Context: an optimization exercise on an open-source flow, tuned for small area, a short achievable clock period and few clock cycles. The choices shown serve that exercise and are no tape-out recipe. Only simulation tests tie the RTL to the original design; equivalence was not proved. No activity file was given, so power comes from the tool's default toggle rates.

== build 1 ==
==> flow/design.v (excerpt) <==
module gf127_unit (
    input  wire         clk,
    input  wire         rst,
    input  wire         in_valid,
    output wire         in_ready,
    input  wire [1:0]   in_op,
    input  wire [126:0] in_a,
    input  wire [126:0] in_b,
    output reg          out_valid,
    output wire [126:0] out_data,
    output wire         out_err
);
Size: roughly 6,000 cells after synthesis, roughly 540 flip-flops, about 390 I/O pins, about 43,000 sq um of cells after synthesis.
clock: 11.0 ns
lec_check: 0
cap_margin: 20
core_margin: 2
core_utilization: 65
place_density: 0.75
slew_margin: 20
standard.sh (not shown) runs the stock make flow with config.mk's settings and CLKGATE_MAP_FILE= SYNTH_SCRIPT=/design/flow/synth_recipe.tcl, a recipe that flattens the netlist after the stock synthesis.
==> flow/flow/run.sh <==
#!/bin/bash
set -euo pipefail
MARGIN=7.6
bash standard.sh \
    SETUP_SLACK_MARGIN=$MARGIN \
    "BUFFER_PORTS_ARGS=-buffer_cell sky130_fd_sc_hd__buf_4" \
    finish > standard.log 2>&1
Testbench counts of build 1, summed over its fixed seeds: cycles 56,494.
Changes in build 90 relative to build 1:
diff --git a/flow/config.mk b/flow/config.mk
--- a/flow/config.mk
+++ b/flow/config.mk
@@ -8,5 +8,6 @@
 export CAP_MARGIN = 20
 export CORE_MARGIN = 2
-export CORE_UTILIZATION = 65
-export PLACE_DENSITY = 0.75
+export CORE_UTILIZATION = 55
+export CTS_CLUSTER_SIZE = 20
+export PLACE_DENSITY = 0.7
 export SLEW_MARGIN = 20
Findings:
In summary, build 90 completed successfully, with a layout that passed the timing, design-rule and antenna checks.
Build 90 vs build 1, critical path startpoint: V[2] vs R[127]
Number of global-route vias before repair, build 90 and build 1, higher one = build 90.
Summary of build 90 over build 1: largest driver fanout on the critical path decreased by 23 relative to the old numbers; clock-pin slew reported for the worst setup and hold paths after clock tree synthesis closely matched the old numbers.
Input-level comparison between build 73 and build 90:
==> flow/flow/run.sh <==
#!/bin/bash
set -euo pipefail
MARGIN=7.6
bash standard.sh \
    SETUP_SLACK_MARGIN=$MARGIN \
    "BUFFER_PORTS_ARGS=-buffer_cell sky130_fd_sc_hd__buf_2" \
    finish > standard.log 2>&1
diff --git a/flow/config.mk b/flow/config.mk
--- a/flow/config.mk
+++ b/flow/config.mk
@@ -9,5 +9,4 @@
 export CORE_MARGIN = 2
 export CORE_UTILIZATION = 55
-export CTS_CLUSTER_SIZE = 20
 export PLACE_DENSITY = 0.7
 export SLEW_MARGIN = 20
--- outcome ---
- The launching element of the worst setup path comes out R[127] in one run and V[2] in the other, namely in build 73 and build 90 respectively.
- Build 73 against build 90: number of nets in the final layout now sits at about the same level, non-clock buffer count now sits at about the same level, sequential share of layout area now sits higher, synthesis-to-finish area growth now sits lower, worst setup margin now sits at about the same level.
- Comparing build 90 against build 73, there is no change at all in number of enable-type register cells in the synthesized netlist.
- Lower fraction of area in multi-input gates was reported by build 90, not build 73.
Inputs modified between build 73 and build 87:
==> flow/flow/run.sh <==
#!/bin/bash
set -euo pipefail
MARGIN=7.6
bash standard.sh \
    SETUP_SLACK_MARGIN=$MARGIN \
    "BUFFER_PORTS_ARGS=-buffer_cell sky130_fd_sc_hd__buf_4" \
    finish > standard.log 2>&1
==> run notes <==
A end point of the critical path of out_data[2] is what build 87 shows, while c[8] belongs to build 73.
Reported for build 73 and build 87, setup TNS after final layout turned out identical to the last digit.
Per the comparison of build 87 with build 73, highest ir drop seen on vdd decreased about 6%, die footprint essentially unchanged, upper clock frequency limit essentially unchanged, clock-buffer cell count increased 7.4%.
Cell count along the critical path in build 87 is 10 below build 73.
Going from build 73 to build 87, part of the power in the clock network shrank by 0.4 points, via count normalized by instance count held steady.

========
Setup of north:
gf127_unit, a different RTL version from the one above (not shown whole).
Size in the first run: about 5,900 cells after synthesis, about 540 flip-flops.
clock: 11.0 ns
lec_check: 0
cap_margin: 20
core_margin: 2
core_utilization: 55
cts_cluster_size: 20
place_density: 0.7
slew_margin: 20
==> flow/flow/run.sh <==
#!/bin/bash
set -euo pipefail
MARGIN=7.6
bash standard.sh \
    SETUP_SLACK_MARGIN=$MARGIN \
    "BUFFER_PORTS_ARGS=-buffer_cell sky130_fd_sc_hd__buf_4" \
    finish > standard.log 2>&1
Testbench counts of north, summed over its fixed seeds: cycles 55,222.
> inputs changed (north -> south)
# north
export LEC_CHECK = 0
export CAP_MARGIN = 20
export CORE_MARGIN = 2
export CORE_UTILIZATION = 55
export CTS_CLUSTER_SIZE = 20
export PLACE_DENSITY = 0.7
export SLEW_MARGIN = 20
create_clock -name core_clock -period 11.0 [get_ports {clk}]
# south
export LEC_CHECK = 0
export CAP_MARGIN = 20
export CORE_MARGIN = 2
export CORE_UTILIZATION = 55
export PLACE_DENSITY = 0.7
export SLEW_MARGIN = 20
create_clock -name core_clock -period 11.0 [get_ports {clk}]
==> flow/flow/run.sh <==
#!/bin/bash
set -euo pipefail
MARGIN=7.8
bash standard.sh \
    SETUP_SLACK_MARGIN=$MARGIN \
    "BUFFER_PORTS_ARGS=-buffer_cell sky130_fd_sc_hd__buf_2" \
    finish > standard.log 2>&1
### Flow results
north | status: complete | timing, DRC, antenna: pass
south completed end to end with timing, DRC and antenna clean.
Going from north to south, the data required time at the worst endpoint was found to have gone up by 2.67 ns.
Area added between synthesis and finish: south higher than north
Delta(slew at the pin with the worst max-slew slack, south - north) > 0
Post-layout utilization of the core, south and north: smaller value in north
Reported for south and north, area fraction in compound gates after synthesis turned out identical to the last digit.
Max worst-case setup slack after placement across south and north: north
diff inputs: south => east
diff --git a/flow/flow/run.sh b/flow/flow/run.sh
--- a/flow/flow/run.sh
+++ b/flow/flow/run.sh
@@ -1,5 +1,5 @@
 #!/bin/bash
 set -euo pipefail
-MARGIN=7.8
+MARGIN=7.6
 bash standard.sh \
     SETUP_SLACK_MARGIN=$MARGIN \
Results
- Across east and south, none had a timing, DRC or antenna violation.
- The final reports for east and south show overall global routing resource usage lower in the former.
- Side by side, buffers inserted during post-CTS setup optimization turned out lower in east than in south.
- Number of cells traversed by the worst register-to-register path up 1 in east wrt south
- Per the comparison of east with south, hold slack went down 0.0078 ns, slew at the pin closest to its max-slew limit fell 0.11 ns, wire length of the first global-routing pass has decreased.
- Delta (east minus south): vias per cell has decreased, sequential share of layout area has increased, power has decreased.

[what the ideal ports hide]
No port has a modelled driver above. Below, the same layouts with a new extraction and two added sets of constraints.
Step 1 (the two cells are an assumption about what drives the block):
set clk [get_ports {clk}]
set_driving_cell -lib_cell sky130_fd_sc_hd__clkbuf_16 $clk
set_driving_cell -lib_cell sky130_fd_sc_hd__buf_2 [delete_from_list [all_inputs] $clk]
Step 2 moves the port delays by t, midway between the first and last clock arrival at a register: inputs arrive t later, outputs are due t later. That takes back most of the time a late clock gives input paths.
Three values: ideal, step 1, step 2; two values: the first two.
| run | t (ns) | slack for setup (ns) | worst hold slack (ns) | latest minus earliest clock arrival (ns) | cell pins on the clock port's net |
|---|---|---|---|---|---|
| build 1 | 0.713 | 7.430 / 7.430 / 6.990 | 0.523 / 0.523 / 0.523 | 0.024 / 0.024 | 1 |
| build 90 | 0.673 | 7.612 / 7.546 / 7.042 | 0.510 / 0.510 / 0.510 | 0.013 / 0.013 | 1 |
| build 73 | 0.682 | 7.612 / 7.548 / 6.965 | 0.509 / 0.509 / 0.509 | 0.026 / 0.027 | 1 |
| build 87 | 0.673 | 7.612 / 7.546 / 7.042 | 0.510 / 0.510 / 0.510 | 0.013 / 0.013 | 1 |
| north | 0.698 | 7.594 / 7.522 / 7.595 | 0.423 / 0.423 / 0.423 | 0.016 / 0.016 | 1 |
| south | 0.706 | 7.007 / 7.007 / 7.007 | 0.440 / 0.440 / 0.440 | 0.029 / 0.030 | 1 |
| east | 0.696 | 7.530 / 7.520 / 7.530 | 0.432 / 0.432 / 0.432 | 0.023 / 0.023 | 1 |
After both steps setup and hold are still met in every run listed. The setup slack of build 73, which loses most, moves by -0.064 ns with the drivers and by -0.647 ns with both steps.
